Context: an optimization exercise on an open-source flow, tuned for small area. The choices shown serve that exercise and are no tape-out recipe.
The RTL was checked by simulation tests, not by an equivalence proof against the original design.
Power figures rest on the tool's default switching activity, not on a simulated workload. The clock port is modelled as an ideal driver; clocking choices that lean on that would not hold on a real chip.

==> inputs of job 4892 <==
Design dsrd_core, start of the top module:
module dsrd_core (
    input  wire       clk,
    input  wire       rst,         
    input  wire       tick,        
    input  wire       rx_valid,    
    input  wire [7:0] rx_data,
    output reg        sck,         
    output reg        lat,         
    output reg        blank,       
    output reg        drv_rst,     
    output reg        sda,         
    output reg  [7:0] row          
);
    localparam [15:0] PERIOD_TICKS = 16'd8;
    localparam [2:0] S_HOLD   = 3'd0,    
                     S_PULSE  = 3'd1,    
                     S_SETTLE = 3'd2,    
                     S_SHIFT  = 3'd3,    
                     S_LAT0   = 3'd4,    
                     S_LAT1   = 3'd5,    
                     S_BEND   = 3'd6,    
                     S_IDLE   = 3'd7;    
    reg  [2:0]  state;
    reg  [1:0]  tcnt;
    reg  [4:0]  col;          
    reg  [2:0]  bidx;         
    reg  [1:0]  sub;          
    reg  [2:0]  rowcnt;
    reg  signed [15:0] lag;   
    reg         running;
    reg         bootf;        
    reg  [1:0]  cur_h, rx_h, next_h;
    reg         next_v;
    reg         collecting;
    reg  [2:0]  wr_row;       
    reg  [4:0]  col_ptr;      
    reg  [1:0]  prev_f;       
    reg  [2:0]  prev_r;
    reg  [4:0]  prev_lo;      
    reg  [1:0]  ph_f;         
    reg  [2:0]  ph_r;
    wire rx_go     = running && rx_valid;
    wire rx_sof    = rx_go && rx_data == 8'hFF;
    wire rx_store  = rx_go && rx_data != 8'hFF && collecting;
    wire row_done  = rx_store && col_ptr == 5'd23;
    wire publish   = row_done && wr_row == 3'd7;
    wire row_end   = (state == S_LAT1) && running;
    wire swap_req  = row_end && rowcnt == 3'd7;
  ...
make LEC_CHECK=0 CAP_MARGIN=20 CORE_MARGIN=2 CORE_UTILIZATION=45 CTS_CLUSTER_DIAMETER=120 CTS_CLUSTER_SIZE=30 PLACE_DENSITY=0.6 SLEW_MARGIN=20 finish   # period 10.0 ns
run.sh (not shown) runs the stock make flow with config.mk's settings and CLKGATE_MAP_FILE= SYNTH_SCRIPT=/design/flow/synth_recipe.tcl, a recipe that flattens the netlist after the stock synthesis.
==> job 8235: changes against job 4892 <==
--- a/flow/design.v
+++ b/flow/design.v
@@ -264,70 +264,73 @@
         endcase
     end
 endmodule
 module dsrd_framepool (
     input  wire         clk,
     input  wire [191:0] wr_data,    
     input  wire [23:0]  wr_en,      
-    input  wire [4:0]   rd_col,
-    output wire [7:0]   rd_bits
+    input  wire [3:0]   rd_m,       
+    input  wire [3:0]   rd_d,       
+    output wire         rd_bit
 );
     localparam W = 192;
     localparam N = 24;
     reg  [N*W-1:0] ring;
     wire [W-1:0]   last = ring[(N-1)*W +: W];
     wire [W-1:0]   entry;
-    genvar c, b;
+    genvar c, m, d;
     generate
         for (c = 0; c < 24; c = c + 1) begin : g_col
             assign entry[c*8 +: 8] = wr_en[c] ? wr_data[c*8 +: 8] : last[c*8 +: 8];
         end
     endgenerate
     always @(posedge clk)
         ring <= {ring[(N-1)*W-1:0], entry};
+    wire [11:0] by_m;
     generate
-        for (b = 0; b < 8; b = b + 1) begin : g_bit
-            wire [W-1:0] st = ring[(3*b)*W +: W];
-            wire [23:0]  lane;
-            for (c = 0; c < 24; c = c + 1) begin : g_lane
-                assign lane[c] = st[c*8 + 7 - b];
+        for (m = 0; m < 12; m = m + 1) begin : g_m
+            wire [W-1:0] st = ring[((2*m + 23) % 24)*W +: W];
+            wire [15:0]  lane;
+            for (d = 0; d < 16; d = d + 1) begin : g_d
+                assign lane[d] = st[191 - 12*d - m];
             end
-            assign rd_bits[b] = lane[rd_col];
+            assign by_m[m] = lane[rd_d];
         end
     endgenerate
+    assign rd_bit = by_m[rd_m];
 endmodule
 module dsrd_core (
     input  wire       clk,
     input  wire       rst,         
     input  wire       tick,        
     input  wire       rx_valid,    
     input  wire [7:0] rx_data,
     output reg        sck,         
     output reg        lat,         
     output reg        blank,       
     output reg        drv_rst,     
     output reg        sda,         
     output reg  [7:0] row          
 );
-    localparam [15:0] PERIOD_TICKS = 16'd8;
     localparam [2:0] S_HOLD   = 3'd0,    
                      S_PULSE  = 3'd1,    
                      S_SETTLE = 3'd2,    
                      S_SHIFT  = 3'd3,    
                      S_LAT0   = 3'd4,    
                      S_LAT1   = 3'd5,    
                      S_BEND   = 3'd6,    
                      S_IDLE   = 3'd7;    
     reg  [2:0]  state;
     reg  [1:0]  tcnt;
-    reg  [4:0]  col;          
-    reg  [2:0]  bidx;         
-    reg  [1:0]  sub;          
+    reg  [3:0]  bm;           
+    reg  [3:0]  bd;
+    reg         hi;           
     reg  [2:0]  rowcnt;
-    reg  signed [15:0] lag;   
+    reg  [2:0]  lag_lo;       
+    reg  [12:0] lag_hi;
     reg         running;
     reg         bootf;        
     reg  [1:0]  cur_h, rx_h, next_h;
     reg         next_v;
     reg         collecting;
     reg  [2:0]  wr_row;       
     reg  [4:0]  col_ptr;      
@@ -335,16 +338,15 @@
     reg  [2:0]  prev_r;
     reg  [4:0]  prev_lo;      
     reg  [1:0]  ph_f;         
     reg  [2:0]  ph_r;
     wire rx_go     = running && rx_valid;
     wire rx_sof    = rx_go && rx_data == 8'hFF;
     wire rx_store  = rx_go && rx_data != 8'hFF && collecting;
-    wire row_done  = rx_store && col_ptr == 5'd23;
-    wire publish   = row_done && wr_row == 3'd7;
+    wire publish   = rx_store && col_ptr == 5'd23 && wr_row == 3'd7;
     wire row_end   = (state == S_LAT1) && running;
     wire swap_req  = row_end && rowcnt == 3'd7;
     wire boot      = (state == S_BEND);
     wire [1:0] free_h     = 2'd3 - cur_h - rx_h;
     wire [1:0] pub_next_h = publish ? rx_h   : next_h;
     wire       pub_next_v = publish ? 1'b1   : next_v;
     wire [1:0] pub_rx_h   = publish ? free_h : rx_h;
@@ -364,27 +366,28 @@
             next_v     <= 1'b0;
             bootf      <= 1'b1;
         end else begin
             if (rx_sof) begin
                 collecting <= 1'b1;
                 wr_row     <= 3'd0;
                 col_ptr    <= 5'd0;
-                if (col_ptr > prev_lo)
-                    prev_lo <= col_ptr;
             end else if (rx_store) begin
                 if (col_ptr == 5'd23) begin
                     col_ptr <= 5'd0;
                     prev_f  <= rx_h;
                     prev_r  <= wr_row;
                     prev_lo <= 5'd0;
                     wr_row  <= wr_row + 3'd1;
                     if (wr_row == 3'd7)
                         collecting <= 1'b0;
-                end else
+                end else begin
                     col_ptr <= col_ptr + 5'd1;
+                    if (col_ptr == prev_lo)
+                        prev_lo <= prev_lo + 5'd1;
+                end
             end
             rx_h <= pub_rx_h;
             if (do_swap) begin
                 cur_h  <= pub_next_h;
                 next_v <= 1'b0;
                 bootf  <= 1'b0;
             end else begin
@@ -414,41 +417,50 @@
     wire [23:0]  xfer;
     genvar c;
     generate
         for (c = 0; c < 24; c = c + 1) begin : g_rb
             always @(posedge clk)
                 if (rx_store && col_ptr == c)
                     rowbuf[c*8 +: 8] <= gamma_data;
-            assign xfer[c] = (c < col_ptr) ? m_cur : (c >= prev_lo && m_prev);
+            assign xfer[c] = m_cur || (c >= prev_lo && m_prev);
         end
     endgenerate
-    wire [7:0] rd_bits;
+    wire rd_bit;
     dsrd_framepool u_pool (
         .clk     (clk),
         .wr_data (rowbuf),
         .wr_en   (xfer),
-        .rd_col  (col),
-        .rd_bits (rd_bits)
+        .rd_m    (bm),
+        .rd_d    (bd),
+        .rd_bit  (rd_bit)
     );
+    wire lag_cy = tick && lag_lo == 3'd7;
     always @(posedge clk) begin
-        if (rst || boot)
-            lag <= 16'sd0;
-        else
-            lag <= lag + (tick ? 16'sd1 : 16'sd0)
-                       - (row_end ? PERIOD_TICKS : 16'sd0);
+        if (rst || boot) begin
+            lag_lo <= 3'd0;
+            lag_hi <= 13'd0;
+        end else begin
+            if (tick)
+                lag_lo <= lag_lo + 3'd1;
+            if (lag_cy && !row_end)
+                lag_hi <= lag_hi + 13'd1;
+            else if (row_end && !lag_cy)
+                lag_hi <= lag_hi - 13'd1;
+        end
     end
-    wire at_slot = (ph_f == cur_h) && (ph_r == rowcnt);
-    wire byte_end = (sub == 2'd0) && (bidx == 3'd0);
+    wire at_slot  = (ph_f == cur_h) && (ph_r == rowcnt);
+    wire bit_wrap = (bm == 4'd0) && (bd == 4'd0);    
+    wire data_bit = running ? (rd_bit & ~bootf) : 1'b1;
     always @(posedge clk) begin
         if (rst) begin
             state   <= S_HOLD;
             tcnt    <= 2'd0;
-            col     <= 5'd0;
-            bidx    <= 3'd0;
-            sub     <= 2'd0;
+            bm      <= 4'd0;
+            bd      <= 4'd0;
+            hi      <= 1'b0;
             rowcnt  <= 3'd0;
             sck     <= 1'b0;
             lat     <= 1'b1;
             blank   <= 1'b1;
             drv_rst <= 1'b1;
             sda     <= 1'b0;
             row     <= 8'd0;
@@ -462,52 +474,47 @@
                     drv_rst <= 1'b1;
                     state   <= S_SETTLE;
                 end
                 S_SETTLE: if (tick) begin
                     if (tcnt == 2'd3) begin
                         tcnt  <= 2'd0;
                         blank <= 1'b0;
-                        col   <= 5'd17;      
-                        bidx  <= 3'd0;
-                        sub   <= 2'd1;
+                        bd    <= 4'd4;       
+                        hi    <= 1'b0;
                         state <= S_SHIFT;
                     end else
                         tcnt <= tcnt + 2'd1;
                 end
                 S_SHIFT: begin
-                    case (sub)
-                        2'd0: begin
+                    if (!hi) begin
+                        if (bit_wrap) begin
                             sck <= 1'b0;
-                            sub <= 2'd1;
-                            if (byte_end) begin
-                                if (col == 5'd0) begin
-                                    if (running) begin
-                                        row   <= 8'd1 << rowcnt;
-                                        state <= S_LAT0;
-                                    end else begin
-                                        lat   <= 1'b0;
-                                        state <= S_LAT1;
-                                    end
-                                end else begin
-                                    col <= col - 5'd1;
-                                    if (col == 5'd8)
-                                        row <= 8'd0;
-                                end
+                            if (running) begin
+                                row   <= 8'd1 << rowcnt;
+                                state <= S_LAT0;
+                            end else begin
+                                lat   <= 1'b0;
+                                state <= S_LAT1;
                             end
+                        end else begin
+                            sck <= 1'b0;
+                            sda <= data_bit;
+                            hi  <= 1'b1;
+                            if (running && bm == 4'd8 && bd == 4'd10)    
+                                row <= 8'd0;
                         end
-                        2'd1: begin
-                            sda <= running ? (rd_bits[bidx] & ~bootf) : 1'b1;
-                            sub <= 2'd2;
-                        end
-                        default: begin
-                            sck  <= 1'b1;
-                            sub  <= 2'd0;
-                            bidx <= bidx + 3'd1;
-                        end
-                    endcase
+                    end else begin
+                        sck <= 1'b1;
+                        hi  <= 1'b0;
+                        if (bm == 4'd11) begin
+                            bm <= 4'd0;
+                            bd <= bd + 4'd1;
+                        end else
+                            bm <= bm + 4'd1;
+                    end
                 end
                 S_LAT0: begin
                     lat   <= 1'b0;
                     state <= S_LAT1;
                 end
                 S_LAT1: begin
                     lat <= 1'b1;
@@ -518,17 +525,16 @@
                         state  <= S_BEND;
                 end
                 S_BEND: begin
                     blank  <= 1'b1;
                     rowcnt <= 3'd0;
                     state  <= S_IDLE;
                 end
-                default: if (!lag[15] && at_slot) begin    
-                    col   <= 5'd23;
-                    bidx  <= 3'd0;
-                    sub   <= 2'd1;
+                default: if (!lag_hi[12] && at_slot) begin    
+                    sda   <= data_bit;                        
+                    hi    <= 1'b1;
                     state <= S_SHIFT;
                 end
             endcase
         end
     end
 endmodule
==> flow/flow/run.sh (new file) <==
#!/bin/bash
set -e
export CTS_ARGS="-sink_clustering_enable -repair_clock_nets -sink_clustering_size 30 -sink_clustering_max_diameter 120 -dont_use_dummy_load"
bash standard.sh > standard.log 2>&1
==> flow/standard.sh (new file) <==
#!/bin/bash
# synth_recipe.tcl (not shown) runs the flow's synth.tcl, then flattens the netlist and writes it again
# the make line also repeats each setting of config.mk as NAME=value (left out here)
make -C /OpenROAD-flow-scripts/flow DESIGN_CONFIG=/design/flow/config.mk WORK_HOME=/design/flow/orfs CLKGATE_MAP_FILE= SYNTH_SCRIPT=/design/flow/synth_recipe.tcl "${@:-finish}"
removed: flow/run.sh
==> job 1629: changes against job 4892 <==
- ABC_AREA: default -> 1
==> comparison table <==
Result of the run: job 1629 complete, no violations; job 8235 complete, no violations; job 4892 complete, no violations
Fin util: job 1629 0.491; job 8235 0.488; job 4892 0.490
Multi-input gates: job 1629 1524; job 8235 992; job 4892 1021
Proportion of power drawn by the clock network: job 1629 0.305; job 8235 0.294; job 4892 0.303
Endpoint with the worst hold slack: job 1629 u_pool.ring[4345]; job 8235 u_pool.ring[2858]; job 4892 u_pool.ring[3353]
Fin crit share: job 1629 0.511; job 8235 0.543; job 4892 0.511
Total net switching power: job 1629 5.77 mW; job 8235 5.43 mW; job 4892 5.67 mW
Non-clk buf share: job 1629 0.00390; job 8235 0.00359; job 4892 0.00429
Grt met3 use: job 1629 0.0213; job 8235 0.0225; job 4892 0.0205
Simple-gate share of the synthesized area: job 1629 0.0368; job 8235 0.0158; job 4892 0.0167
First-pass GRT wire length: job 1629 254000 um; job 8235 235000 um; job 4892 240000 um
Worst endpoint data arrival time: job 1629 5.56 ns; job 8235 5.93 ns; job 4892 5.70 ns
Mean Syn Cell Area: job 1629 16.0 um^2; job 8235 18.1 um^2; job 4892 18.0 um^2
Mux contribution to synthesized area: job 1629 0.00192; job 8235 0.0339; job 4892 0.0341
Placed insts: job 1629 9973; job 8235 9139; job 4892 9192
HPWL after DPL: job 1629 112000 um; job 8235 99300 um; job 4892 100000 um
Crit path max fanout: job 1629 11; job 8235 24; job 4892 25
Layout net count: job 1629 7039; job 8235 6204; job 4892 6257
Worst slew margin relative to its limit: job 1629 0.246; job 8235 0.277; job 4892 0.262
Horizontal die dimension: job 1629 497 um; job 8235 495 um; job 4892 495 um

==> what the ideal ports hide <==
In the flow no input, the clock included, has a driving cell. The finished layouts below were timed again as built, in two steps.
Step 1: set_driving_cell puts a clkbuf_16 on clk and a buf_2 on each other input, an assumption about the parent block.
Step 2 times the ports against the registers' clock, not the clock port: input delays grow and output delays shrink by t, the midpoint of the rising clock arrivals with the driver on.
Slacks: no drivers / after step 1 / after step 2; pairs: no drivers / after step 1.
| run | shift t [ns] | setup WS [ns] | worst setup path at the end | worst slew at a driven data input, ns |
|---|---|---|---|---|
| job 4892 | 0.915 | 4.894 / 4.950 / 4.036 | input to register | 0.11 |
| job 8235 | 0.886 | 4.569 / 4.640 / 3.753 | input to register | 0.12 |
| job 1629 | 0.904 | 4.888 / 4.946 / 4.042 | input to register | 0.05 |
After both steps setup and hold are still met in every run listed. For job 4892, which loses most, drivers alone change the setup slack by +0.056 ns; drivers and shift together by -0.858 ns.
